Context: an optimization exercise on an open-source flow, tuned for small area. The choices shown serve that exercise and are no tape-out recipe.
In this exercise RTL edits were held to simulation tests only and were not proved equivalent to the original.
Power is estimated from default activity; no workload was simulated.

<file path="flow/run.sh">
#!/bin/bash
# synth_recipe.tcl (not shown) runs the flow's synth.tcl, then flattens the netlist and writes it again
# the make line also repeats each setting of config.mk as NAME=value (left out here)
make -C /OpenROAD-flow-scripts/flow DESIGN_CONFIG=/design/flow/config.mk WORK_HOME=/design/flow/orfs CLKGATE_MAP_FILE= SYNTH_SCRIPT=/design/flow/synth_recipe.tcl finish
</file>
<file path="flow/config.mk">
export PLATFORM = sky130hd
export DESIGN_NAME = aepq_engine
export DESIGN_NICKNAME = aepq_engine
export VERILOG_FILES = /design/flow/design.v
export SDC_FILE = /design/flow/constraint.sdc
export NUM_CORES = 4
export LEC_CHECK = 0
export CAP_MARGIN = 20
export CORE_MARGIN = 2
export CORE_UTILIZATION = 40
export SLEW_MARGIN = 20
export SYNTH_HIERARCHICAL = 1
</file>
<file path="flow/constraint.sdc">
create_clock -name core_clock -period 10.0 [get_ports {clk}]
set_input_delay 2.0000 -clock core_clock [delete_from_list [all_inputs] [get_ports {clk}]]
set_output_delay 2.0000 -clock core_clock [all_outputs]
set_load 0.01 [all_outputs]
</file>
<file path="flow/design.v">
module aepq_aoi222 (input a1, a2, b1, b2, c1, c2, output y);
    assign y = ~((a1 & a2) | (b1 & b2) | (c1 & c2));
endmodule
module aepq_nand3 (input a, b, c, output y);
    assign y = ~(a & b & c);
endmodule
module aepq_nand2 (input a, b, output y);
    assign y = ~(a & b);
endmodule
module aepq_mux9 (input [8:0] s, input [8:0] d, output y);
    wire t0, t1, t2;
    aepq_aoi222 g0 (.a1(s[0]), .a2(d[0]), .b1(s[1]), .b2(d[1]), .c1(s[2]), .c2(d[2]), .y(t0));
    aepq_aoi222 g1 (.a1(s[3]), .a2(d[3]), .b1(s[4]), .b2(d[4]), .c1(s[5]), .c2(d[5]), .y(t1));
    aepq_aoi222 g2 (.a1(s[6]), .a2(d[6]), .b1(s[7]), .b2(d[7]), .c1(s[8]), .c2(d[8]), .y(t2));
    aepq_nand3 g3 (.a(t0), .b(t1), .c(t2), .y(y));
endmodule
module aepq_mux7 (input [6:0] s, input [6:0] d, output y);
    wire t0, t1, t2;
    aepq_aoi222 g0 (.a1(s[0]), .a2(d[0]), .b1(s[1]), .b2(d[1]), .c1(s[2]), .c2(d[2]), .y(t0));
    aepq_aoi222 g1 (.a1(s[3]), .a2(d[3]), .b1(s[4]), .b2(d[4]), .c1(s[5]), .c2(d[5]), .y(t1));
    aepq_nand2 g2 (.a(s[6]), .b(d[6]), .y(t2));
    aepq_nand3 g3 (.a(t0), .b(t1), .c(t2), .y(y));
endmodule
module aepq_rdmux (
    input  [503:0] mem,      
    input  [8:0]   bsel,
    input  [6:0]   esel,
    output [7:0]   y
);
    wire [55:0] eb;          
    genvar e, k, b;
    generate
        for (e = 0; e < 7; e = e + 1) begin : g_e
            for (k = 0; k < 8; k = k + 1) begin : g_k
                wire [8:0] d;
                for (b = 0; b < 9; b = b + 1) begin : g_b
                    assign d[b] = mem[72*e + 8*b + k];
                end
                aepq_mux9 m (.s(bsel), .d(d), .y(eb[8*e + k]));
            end
        end
        for (k = 0; k < 8; k = k + 1) begin : g_o
            wire [6:0] d;
            for (e = 0; e < 7; e = e + 1) begin : g_d
                assign d[e] = eb[8*e + k];
            end
            aepq_mux7 m (.s(esel), .d(d), .y(y[k]));
        end
    endgenerate
endmodule
module aepq_engine (
    input              clk,
    input              rst,
    input              tp_ok,
    input              host_valid,
    output             host_ready,
    input      [7:0]   host_opid,
    input      [3:0]   host_len,
    input      [127:0] host_data,
    output reg         host_rsp_valid,
    output     [7:0]   host_rsp,
    input              rx_valid,
    output             rx_ready,
    input      [7:0]   rx_data,
    input              tick_valid,
    output             tick_ready,
    output             tx_valid,
    output     [7:0]   tx_data,
    input              tx_ready,
    output     [7:0]   status
);
    localparam [1:0] ST_IDLE  = 2'd0;
    localparam [1:0] ST_VAC   = 2'd1;
    localparam [1:0] ST_READY = 2'd2;
    localparam [1:0] ST_BREAK = 2'd3;
    localparam [9:0] SETTLE_END = 10'd690;    
    localparam [6:0] KA_END     = 7'd75;      
    function [9:0] adv10(input [9:0] s);
        adv10 = {s[8:0], ~(s[9] ^ s[6])};
    endfunction
    function [6:0] adv7(input [6:0] s);
        adv7 = {s[5:0], ~(s[6] ^ s[5])};
    endfunction
    function [15:0] crc_byte(input [15:0] c, input [7:0] d);
        integer n;
        reg [15:0] x;
        begin
            x = c ^ {d, 8'h00};
            for (n = 0; n < 8; n = n + 1)
                x = x[15] ? ({x[14:0], 1'b0} ^ 16'h8005) : {x[14:0], 1'b0};
            crc_byte = x;
        end
    endfunction
    function [1:0] code(input [1:0] st);
        code = {st[1] & st[0], st[1] ^ st[0]};
    endfunction
    reg         connected, running;
    reg [6:0]   ka_cnt;
    reg [1:0]   chst_a, chst_b;
    reg [9:0]   settle_a, settle_b;
    reg [3:0]   rxlen;
    reg         rx_ta, rx_tb;
    reg         rsp_st, rsp_ok;
    reg [3:0]   tq [0:7];        
    reg [2:0]   q_rd;
    reg [3:0]   q_cnt;
    reg [71:0]  hq [0:6];        
    reg [2:0]   h_wr, h_rd;
    reg         ser_busy;
    reg [3:0]   ser_idx;
    reg [3:0]   ser_tag;
    reg [15:0]  crc;
    assign status = {chst_b == ST_BREAK, chst_a == ST_BREAK, chst_b, chst_a, running, connected};
    assign host_rsp = rsp_st ? status : {7'd0, rsp_ok};
    wire room = (q_cnt <= 4'd5);
    assign tick_ready = room;
    assign rx_ready   = room && !tick_valid;
    assign host_ready = room && !tick_valid && !rx_valid;
    wire do_tick = tick_valid && room;
    wire do_rx   = rx_valid && room && !tick_valid;
    wire do_host = host_valid && room && !tick_valid && !rx_valid;
    reg         n_connected, n_running;
    reg [6:0]   n_ka_cnt;
    reg [1:0]   n_chst_a, n_chst_b;
    reg [9:0]   n_settle_a, n_settle_b;
    reg [3:0]   n_rxlen;
    reg         n_rx_ta, n_rx_tb;
    reg         n_rsp_st, n_rsp_ok;
    reg [2:0]   snd_v;
    reg [3:0]   snd_p0, snd_p1, snd_p2;
    reg [1:0]   snd_n;
    reg         hpush;
    reg         fin_valid, fin_ok, trig_a, trig_b;
    wire        can_send = connected && tp_ok;
    task automatic send(input [3:0] p);
        begin
            if (can_send) begin
                case (snd_n)
                    2'd0: snd_p0 = p;
                    2'd1: snd_p1 = p;
                    default: snd_p2 = p;
                endcase
                snd_v[snd_n] = 1'b1;
                snd_n = snd_n + 2'd1;
            end
        end
    endtask
    always @(*) begin
        n_connected = connected;
        n_running   = running;
        n_ka_cnt    = ka_cnt;
        n_chst_a    = chst_a;
        n_chst_b    = chst_b;
        n_settle_a  = settle_a;
        n_settle_b  = settle_b;
        n_rxlen     = rxlen;
        n_rx_ta     = rx_ta;
        n_rx_tb     = rx_tb;
        n_rsp_st    = 1'b0;
        n_rsp_ok    = 1'b0;
        snd_v       = 3'b000;
        snd_n       = 2'd0;
        snd_p0      = 4'd0;
        snd_p1      = 4'd0;
        snd_p2      = 4'd0;
        hpush       = 1'b0;
        fin_valid   = 1'b0;
        fin_ok      = 1'b0;
        trig_a      = 1'b0;
        trig_b      = 1'b0;
        if (do_tick) begin
            if (chst_a == ST_BREAK) begin
                n_settle_a = adv10(settle_a);
                if (settle_a == SETTLE_END) begin
                    n_chst_a = ST_IDLE;
                    send({2'b00, code(chst_b)});
                end
            end
            if (chst_b == ST_BREAK) begin
                n_settle_b = adv10(settle_b);
                if (settle_b == SETTLE_END) begin
                    n_chst_b = ST_IDLE;
                    send({code(n_chst_a), 2'b00});
                end
            end
            if (running) begin
                n_ka_cnt = adv7(ka_cnt);
                if (ka_cnt == KA_END) begin
                    send({code(n_chst_a), code(n_chst_b)});
                    n_ka_cnt = 7'd0;
                end
            end
        end else if (do_rx) begin
            if (connected) begin
                if (rxlen == 4'd0) begin
                    if (rx_data == 8'h44)
                        n_rxlen = 4'd1;
                end else begin
                    n_rxlen = rxlen + 4'd1;
                    if (rxlen == 4'd10) n_rx_ta = (rx_data[7:4] == 4'h1);
                    if (rxlen == 4'd11) n_rx_tb = (rx_data[3:0] == 4'h4);
                    if (rxlen == 4'd15) begin
                        fin_valid = 1'b1;
                        fin_ok    = (rx_data == 8'h33);
                        trig_a    = rx_ta;
                        trig_b    = rx_tb;
                    end
                end
            end
        end else if (do_host) begin
            case (host_opid)
                8'h01: begin
                    if (connected) begin
                        n_rsp_ok = 1'b1;
                    end else if (tp_ok) begin
                        n_connected = 1'b1;
                        n_rsp_ok = 1'b1;
                    end
                end
                8'h02: begin
                    if (connected) begin
                        n_running   = 1'b0;
                        n_ka_cnt    = 7'd0;
                        n_chst_a    = ST_IDLE;
                        n_chst_b    = ST_IDLE;
                        n_rxlen     = 4'd0;
                        n_connected = 1'b0;
                    end
                    n_rsp_ok = 1'b1;
                end
                8'h03: begin
                    if (host_len == 4'd9 && can_send) begin
                        send(4'b1100);
                        hpush = 1'b1;
                        n_rsp_ok = 1'b1;
                    end
                end
                8'h04: begin
                    if (!running) begin
                        n_chst_a  = ST_IDLE;
                        n_chst_b  = ST_IDLE;
                        n_ka_cnt  = 7'd0;
                        n_running = 1'b1;
                    end
                    n_rsp_ok = 1'b1;
                end
                8'h05: begin
                    if (running) begin
                        n_running = 1'b0;
                        n_ka_cnt  = 7'd0;
                    end
                    n_rsp_ok = 1'b1;
                end
                8'h06: n_rsp_st = 1'b1;
                8'h07: begin
                    fin_valid = 1'b1;
                    fin_ok    = (host_data[7:0] == 8'h44) && (host_data[127:120] == 8'h33);
                    trig_a    = (host_data[87:84] == 4'h1);
                    trig_b    = (host_data[91:88] == 4'h4);
                    n_rsp_ok  = 1'b1;
                end
                default: ;
            endcase
        end
        if (fin_valid && fin_ok && running) begin
            if (chst_a == ST_IDLE && chst_b == ST_IDLE && trig_a && trig_b) begin
                n_chst_a = ST_VAC;
                n_chst_b = ST_VAC;
                send(4'b0101);
            end else begin
                case (chst_a)
                    ST_IDLE: if (trig_a) begin
                        n_chst_a = ST_VAC;
                        send({2'b01, code(chst_b)});
                    end
                    ST_VAC: if (!trig_a) n_chst_a = ST_READY;
                    ST_READY: if (trig_a) begin
                        n_chst_a   = ST_BREAK;
                        n_settle_a = 10'd0;
                        send({2'b10, code(chst_b)});
                    end
                    default: ;
                endcase
                case (chst_b)
                    ST_IDLE: if (trig_b) begin
                        n_chst_b = ST_VAC;
                        send({code(n_chst_a), 2'b01});
                    end
                    ST_VAC: if (!trig_b) n_chst_b = ST_READY;
                    ST_READY: if (trig_b) begin
                        n_chst_b   = ST_BREAK;
                        n_settle_b = 10'd0;
                        send({code(n_chst_a), 2'b10});
                    end
                    default: ;
                endcase
            end
        end
    end
    wire       q_pop  = !ser_busy && (q_cnt != 4'd0);
    wire [2:0] q_wr   = q_rd + q_cnt[2:0];
    wire [1:0] n_push = {1'b0, snd_v[0]} + {1'b0, snd_v[1]} + {1'b0, snd_v[2]};
    always @(posedge clk) begin
        if (snd_v[0]) tq[q_wr]        <= snd_p0;
        if (snd_v[1]) tq[q_wr + 3'd1] <= snd_p1;
        if (snd_v[2]) tq[q_wr + 3'd2] <= snd_p2;
        if (hpush) hq[h_wr] <= host_data[71:0];
    end
    wire        is_host = ser_tag[3:2] == 2'b11;
    wire        ser_end = ser_busy && tx_ready && (ser_idx == 4'd15);
    reg  [8:0]  bsel;
    reg  [6:0]  esel;
    wire [503:0] hq_flat;
    genvar ge;
    generate
        for (ge = 0; ge < 7; ge = ge + 1) begin : g_hq
            assign hq_flat[72*ge +: 72] = hq[ge];
        end
    endgenerate
    integer i;
    always @(*) begin
        for (i = 0; i < 9; i = i + 1) bsel[i] = (ser_idx == i + 4);
        for (i = 0; i < 7; i = i + 1) esel[i] = is_host && (h_rd == i);
    end
    wire [7:0] hpay;
    aepq_rdmux u_rd (.mem(hq_flat), .bsel(bsel), .esel(esel), .y(hpay));
    wire a_v = ser_tag[3:2] == 2'b01;
    wire a_b = ser_tag[3:2] == 2'b10;
    wire b_v = ser_tag[1:0] == 2'b01;
    wire b_b = ser_tag[1:0] == 2'b10;
    reg  [7:0] txd;
    always @(*) begin
        case (ser_idx)
            4'd0:  txd = 8'h22;
            4'd1:  txd = 8'h10;
            4'd2:  txd = 8'h03;
            4'd3:  txd = 8'h85;
            4'd4:  txd = {b_b, 5'd0, a_b, a_v | b_b};
            4'd5:  txd = {4'd0, a_b, a_b, a_v, a_v};
            4'd6:  txd = {4'd0, a_b, a_v, a_b, a_v};
            4'd10: txd = {b_b, b_v, b_b, b_v, 4'd0};
            4'd11: txd = {b_b, b_b, b_v, b_v, 4'd0};
            4'd12: txd = {2'd0, b_b, b_v, 4'd0};
            4'd13: txd = crc[15:8];
            4'd14: txd = crc[15:8];
            4'd15: txd = 8'h33;
            default: txd = 8'h00;
        endcase
    end
    assign tx_data  = txd | hpay;
    assign tx_valid = ser_busy;
    always @(posedge clk) begin
        if (rst) begin
            ser_busy <= 1'b0;
            crc      <= 16'h0000;
        end else if (ser_busy) begin
            if (tx_ready) begin
                ser_idx <= ser_idx + 4'd1;
                if (ser_idx == 4'd15) ser_busy <= 1'b0;
                if (ser_idx != 4'd0 && ser_idx != 4'd15) crc <= crc_byte(crc, tx_data);
            end
        end else if (q_pop) begin
            ser_busy <= 1'b1;
            ser_idx  <= 4'd0;
            ser_tag  <= tq[q_rd];
        end
    end
    always @(posedge clk) begin
        if (rst) begin
            connected      <= 1'b0;
            running        <= 1'b0;
            ka_cnt         <= 7'd0;
            chst_a         <= ST_IDLE;
            chst_b         <= ST_IDLE;
            rxlen          <= 4'd0;
            host_rsp_valid <= 1'b0;
            q_rd           <= 3'd0;
            q_cnt          <= 4'd0;
            h_wr           <= 3'd0;
            h_rd           <= 3'd0;
        end else begin
            connected      <= n_connected;
            running        <= n_running;
            ka_cnt         <= n_ka_cnt;
            chst_a         <= n_chst_a;
            chst_b         <= n_chst_b;
            rxlen          <= n_rxlen;
            host_rsp_valid <= do_host;
            if (q_pop) q_rd <= q_rd + 3'd1;
            q_cnt <= q_cnt + {2'b00, n_push} - {3'b000, q_pop};
            if (hpush)  h_wr <= (h_wr == 3'd6) ? 3'd0 : h_wr + 3'd1;
            if (ser_end && is_host) h_rd <= (h_rd == 3'd6) ? 3'd0 : h_rd + 3'd1;
        end
        settle_a <= n_settle_a;
        settle_b <= n_settle_b;
        rx_ta    <= n_rx_ta;
        rx_tb    <= n_rx_tb;
        rsp_st   <= n_rsp_st;
        rsp_ok   <= n_rsp_ok;
    end
endmodule
</file>
==> run notes <==
## kinds of logic after synthesis
group / Yosys count / share of synthesized area, %
compound gates: 384 / 12.7
xor+xnor: 30 / 1.14
fa+ha+maj: 41 / 2.10
buf+inv: 78 / 1.23
flops: 616 / 69.6
mux: 90 / 3.94
simple gates: 453 / 9.22
## power by group
part | internal, W | total [W] | switching [W]
registers | 0.00283 | 0.00289 | 0.0000583
logic | 0.000425 | 0.00106 | 0.000634
clock network | 0.00137 | 0.00236 | 0.000981
## Yosys cell counts (23+ instances only)
library cell  count
and2_1           23
nor2_1           74
mux2i_1          77
a21oi_1          73
a222oi_1        184
dfxtp_1          70
nand3_1         112
inv_1            31
ha_1             38
nand2_1         114
edfxtp_1        546
clkbuf_1         36
## per-module statistics from Yosys, one instance, submodules excluded, excerpt
module / cells inside / times used / cell area [µm²]
aepq_nand2: 1 / 8 / 3.75
aepq_engine: 1436 / 1 / 23400
aepq_aoi222: 1 / 184 / 10.0
aepq_nand3: 1 / 64 / 5.00
## critical path: stages, from the launching register on
cell and delay (ns):
edfxtp_1 0.42, inv_1 0.09, ha_1 0.33, and3_2 0.50
buf_4 0.38, a222oi_1 0.45, nand3_1 0.13, a222oi_1 0.43
nand3_1 0.28, nand2b_1 0.22, or4b_1 0.61, clkdlybuf4s50_1 0.57
## final cells by class
class / count / area, µm² / share of cell area [%]
flip-flops and latches: 616 / 17800 / 58.9
repair buffers: 171 / 1640 / 5.41
inverters: 31 / 116 / 0.385
clock buffers: 81 / 1740 / 5.75
multi-input cells: 998 / 7520 / 24.9
diodes: 4 / 10.0 / 0.0331
well taps: 846 / 1060 / 3.50
clock inverters: 37 / 353 / 1.17
## registers in the layout, summed over array words and instances (netlist names), 2 cells and up
signal,count
hq,504
tq,32
crc,16
settle_a,10
settle_b,10
ka_cnt,7
q_cnt,4
rxlen,4
ser_idx,4
ser_tag,4
h_rd,3
h_wr,3
q_rd,3
chst_a,2
chst_b,2
## per-layer routing
metal  wire (µm)  vias up
li1            -     7454
met5          33        -
met3        4860      115
met2       31500      657
met1       27100     8245
met4        1840        6
## through the flow
| step | cells | area, µm² | worst slack, ns | util [%] | hold slack (ns) |
|---|---|---|---|---|---|
| global route | 2780 | 30200 | 2.72 | 47.9 | 0.476 |
| detailed placement | 2662 | 28100 | 2.44 | 44.6 | 0.446 |
| finish | 2784 | 30200 | 2.96 | 47.9 | 0.450 |
| CTS | 2780 | 30200 | 3.04 | 47.9 | 0.453 |
| global placement | 2662 | 28100 | 2.50 | 44.6 | 0.437 |
| floorplan | 1692 | 25600 | 0.775 | - | 0.432 |
## path summary, 6_finish.rpt
kind,start,to,slack [ns],cells past startpoint
worst max-delay path,ser_idx[0]$_SDFFCE_PN0P_,tx_data[1],2.96,11
worst min-delay path,crc[6]$_SDFFE_PP0P_,crc[14]$_SDFFE_PP0P_,0.45,2
worst max register to register,chst_a[1]$_SDFF_PP0_,q_cnt[2]$_SDFF_PP0_,3.64,21
worst min register to register,crc[6]$_SDFFE_PP0P_,crc[14]$_SDFFE_PP0P_,0.45,2
==> impl_metrics.py <==
metrics = {
    "sta": {
        "tightest_slew_ns": 1.16,
        "finalHoldViolations": 0,
        "finalMaxSlewViolations": 0,
        "final.min_clock_period_ns": 7.04,
        "rsz0062_at_grt": "no",
        "setup_violations": 0,
        "fmaxAchievable_mhz": 142,
        "skew_ns": 0.0283,
        "final.setup.tns_ns": 0,
        "relSlewSlack_pct": 21.8,
        "post-route-period-util_pct": 70.4,
    },
    "clock_network": {
        "clock-root-buffer": "clkbuf_16",
        "h-tree-depth": 3,
        "clkSinkCount": 616,
        "cts_tree": "built",
        "cts_buffers": 66,
        "clk_latency_ns": 0.59,
        "clk_pin_slew_ns": 0.06,
        "cts_setup_buffers": 0,
        "cts_resized": 0,
        "clockBufferDepth": 3,
        "ctsHoldBuffers": 0,
    },
    "placed_design": {
        "numPortBuffers": 143,
        "place_hpwl_um": 41600,
        "gp_congestion": 0.873,
    },
    "logic_synthesis": {
        "yosysTopAreaCell": "edfxtp_1",
        "synth_edf_count": 546,
        "synth_cell_types": 90,
        "synth_top_area_share_pct": 64.2,
        "synth-seq-cells": 616,
        "synth_area_um2": 25600,
        "ys.warnings.count": 7,
        "syn_area_per_cell_um2": 15.1,
        "syn-num-nets": 1888,
        "yosys-top-cells-area": "edfxtp_1, a222oi_1, dfxtp_1",
        "yosys_most_used_dff": "edfxtp_1",
        "syn-instance-count": 1692,
        "synthArstFlopShare_pct": 0,
        "ys_seq_area_share_pct": 69.6,
    },
    "layout": {
        "final_cell_mix": "edfxtp_1, a222oi_1, clkdlybuf4s50_1, nand2_1, nand3_1",
        "nNetsFinal": 2080,
        "num-fill-cells": 5489,
        "syn_to_final_growth_pct": 18.3,
        "drive_above_1_share_pct": 9.57,
        "layout.cells.most_common": "edfxtp_1",
    },
    "global_route": {
        "use_met2_pct": 32.3,
        "grt_start_max_net_pins": 73,
        "gr-usage-met1_pct": 25.8,
        "use_met3_pct": 4.13,
        "grt_pass1_vias": 16300,
        "grt-ovfl-total": 0,
        "antenna_found_initial": 5,
        "grtUsageTotal_pct": 19.6,
        "busiest_layer": "met2",
        "grt_pass1_wl_um": 98800,
    },
    "routing": {
        "drtAntennaViolNets": 0,
        "vias_per_cell": 5.92,
        "drt-total-wl_um": 65400,
        "first_pass_iters": 8,
        "wl_per_cell_um": 23.5,
        "vias": 16500,
        "drc": 0,
        "drt_iter0_markers": 1929,
    },
    "power": {
        "ir_drop_v": 0.000130,
        "p_per_area_nw_per_um2": 209,
        "finalPower_w": 0.00630,
        "p_leak_nw": 9.69,
    },
    "setup_path": {
        "path_max_fanout": 32,
        "critPathRequiredTime_ns": 8.00,
        "path_class": "reg -> out",
        "crit_path_end_kind": "output pin",
        "critPathArrivalTime_ns": 5.04,
        "critPathLaunchType": "flop",
    },
    "floorplan": {
        "coreArea_um2": 63100,
        "boundaryPins": 184,
        "die_w_um": 257,
        "die_y_um": 257,
        "die-area_um2": 65900,
        "placementRows": 92,
        "initial_core_util_pct": 40.5,
    },
    "run": {
        "maxCapViolations": 0,
    },
    "worst_hold_path": {
        "hold_class": "reg -> reg",
    },
    "run_status": {
        "status": "complete, no violations",
    },
}

## what the ideal ports hide
Ports are ideal in the flow. The routed layout listed here was re-timed in OpenROAD.
Step 1, drivers: a clkbuf_16 drives clk and a buf_2 each remaining input, both assumed.
Step 2, shift: input delay + t, output delay - t, t = (earliest + latest rising clock arrival at the registers) / 2. This alone moves slack from input paths to output paths.
Three values: no drivers, after step 1, after step 2; two values: the first two.
t (ns): 0.641
setup WS [ns]: 2.959 / 2.898 / 2.394
hold slack, ns: 0.450 / 0.450 / 0.450
worst setup path after step 2: input to register
After both steps this run still meets setup and hold. The setup slack of this run moves by -0.061 ns with the drivers and by -0.565 ns with both steps.
